This is an optimization exercise on Yosys and OpenROAD, whose aim is small area, a short achievable clock period and few clock cycles, not a production implementation. Only simulation tests tie the RTL to the original design; equivalence was not proved. Power figures rest on the tool's default switching activity, not on a simulated workload.

Design jkbus_io, start of the top module:
module jkbus_io (
    input  wire         clk,
    input  wire         rst,           
    input  wire         cmd_valid,
    output wire         cmd_ready,
    input  wire [31:0]  cmd,
    input  wire [7:0]   ext_rdata,     
    output reg          rsp_valid,     
    output reg  [7:0]   rsp_data,
    output reg          ext_valid,     
    output wire         ext_we,
    output wire [1:0]   ext_dev,
    output wire [15:0]  ext_port,
    output wire [7:0]   ext_data,
    output reg          xtick_valid,   
    output wire [27:0]  xtick_count,
    output reg          reset_ev,      
    output wire [3:0]   pb_valid,      
    output wire [31:0]  pb_data,
    output wire [127:0] pb_time,
    output wire         stb_valid,     
    output wire [31:0]  stb_time
);
Size: roughly 2,100 cells after synthesis, roughly 280 flip-flops, ~310 I/O pins, ~0.018 sq mm of cells after synthesis.
==> flow/config.mk <==
export PLATFORM = sky130hd
export DESIGN_NAME = jkbus_io
export DESIGN_NICKNAME = jkbus_io
export VERILOG_FILES = /design/flow/design.v
export SDC_FILE = /design/flow/constraint.sdc
export NUM_CORES = 4
export LEC_CHECK = 0
export CAP_MARGIN = 20
export CORE_MARGIN = 2
export CORE_UTILIZATION = 35
export CTS_BUF_LIST = sky130_fd_sc_hd__clkbuf_8
export PLACE_DENSITY = 0.6
export SETUP_SLACK_MARGIN = 3.5
export SLEW_MARGIN = 20
==> flow/constraint.sdc <==
create_clock -name core_clock -period 8.0 [get_ports {clk}]
set_input_delay 1.6000 -clock core_clock [delete_from_list [all_inputs] [get_ports {clk}]]
set_output_delay 1.6000 -clock core_clock [all_outputs]
set_load 0.01 [all_outputs]
standard.sh (not shown) runs the stock make flow with config.mk's settings and CLKGATE_MAP_FILE= SYNTH_SCRIPT=/design/flow/synth_recipe.tcl, a recipe that flattens the netlist after the stock synthesis.
==> flow/flow/run.sh <==
#!/bin/bash
# The standard layout (standard.sh runs ORFS from the standard synthesis to the
# final layout), with the smallest buffer, sky130_fd_sc_hd__buf_1, on each port.
export BUFFER_PORTS_ARGS="-buffer_cell sky130_fd_sc_hd__buf_1"
bash standard.sh > standard.log 2>&1
Testbench counts at the start, summed over its fixed seeds: cycles 317,289.
Edit:
--- a/flow/config.mk
+++ b/flow/config.mk
@@ -10,3 +10,3 @@
 export CORE_UTILIZATION = 35
-export CTS_BUF_LIST = sky130_fd_sc_hd__clkbuf_8
+export CTS_BUF_LIST = sky130_fd_sc_hd__clkbuf_4
 export PLACE_DENSITY = 0.6
=>
- routed wire length hardly moves
- sequential cell count stays the same
- setup slack gets worse by 0.16 ns
- maximum frequency shrinks by 3.5%
- total power is about the same
- core utilization rose by 0.21 points
- hold slack gets worse by 0.0069 ns
- sequential share of layout area came out lower by 0.16 points
- clock power hardly moves
- global-route usage stays flat

Another version of the RTL of jkbus_io (not shown whole).
For scale: ~2000 cells after synthesis, ~310 I/O pins.
Design jkbus_io, start of the top module:
module jkbus_io (
    input  wire         clk,
    input  wire         rst,           
    input  wire         cmd_valid,
    output wire         cmd_ready,
    input  wire [31:0]  cmd,
    input  wire [7:0]   ext_rdata,     
    output reg          rsp_valid,     
    output wire [7:0]   rsp_data,
    output reg          ext_valid,     
    output wire         ext_we,
    output wire [1:0]   ext_dev,
    output wire [15:0]  ext_port,
    output wire [7:0]   ext_data,
    output reg          xtick_valid,   
    output wire [27:0]  xtick_count,
    output reg          reset_ev,      
    output wire [3:0]   pb_valid,      
    output wire [31:0]  pb_data,
    output wire [127:0] pb_time,
    output wire         stb_valid,     
    output wire [31:0]  stb_time
);
clock: 8.0 ns
lec_check: 0
cap_margin: 0
core_margin: 2
core_utilization: 35
cts_buf_list: sky130_fd_sc_hd__clkbuf_8
place_density: 0.6
setup_slack_margin: 3.5
slew_margin: 0
tns_end_percent: 10
Scripts as last shown in full above: flow/flow/run.sh
Testbench counts at the start, summed over its fixed seeds: cycles 317,289.
==> next run, changes <==
--- a/flow/config.mk
+++ b/flow/config.mk
@@ -7,3 +7,3 @@
 export LEC_CHECK = 0
-export CAP_MARGIN = 0
+export CAP_MARGIN = 20
 export CORE_MARGIN = 2
@@ -12,4 +12,4 @@
 export PLACE_DENSITY = 0.6
-export SETUP_SLACK_MARGIN = 3.5
-export SLEW_MARGIN = 0
+export SETUP_SLACK_MARGIN = 4.0
+export SLEW_MARGIN = 20
 export TNS_END_PERCENT = 10
Wire length went up slightly.
Core utilization went up by 0.76 points.
Design area went up slightly.
Total power went up by a few percent.
Global-route usage went up by 0.42 points.
Sequential power stays flat.
Synthesized cell count does not change.
Non-clock buffer count went up by 13.

## re-timing with driven ports
Ports are ideal in the flow. The routed layouts listed here were re-timed in OpenROAD.
Step 1: set_driving_cell puts a clkbuf_16 on clk and a buf_2 on each other input, an assumption about the parent block.
Step 2 adds t to the input delays and takes it off the output delays; t is the mean of the earliest and latest rising clock arrival at the registers after step 1. Input paths then give back, and output paths get back, about the clock's delay inside the block.
Three values: no drivers, after step 1, after step 2; two values: the first two.
| run | t (ns) | setup slack, ns | hold WS [ns] | worst data-port slew with drivers (ns) |
|---|---|---|---|---|
| the first run of note 1 | 0.674 | 3.563 / 3.563 / 3.563 | 0.446 / 0.446 / 0.446 | 0.04 |
| the second run of note 1 | 0.837 | 3.402 / 3.402 / 3.402 | 0.439 / 0.439 / 0.439 | 0.04 |
| the first run of note 2 | 0.675 | 3.523 / 3.523 / 3.523 | 0.445 / 0.445 / 0.445 | 0.09 |
| the second run of note 2 | 0.691 | 3.653 / 3.653 / 3.653 | 0.447 / 0.447 / 0.447 | 0.09 |
After both steps every run listed still meets setup and hold.
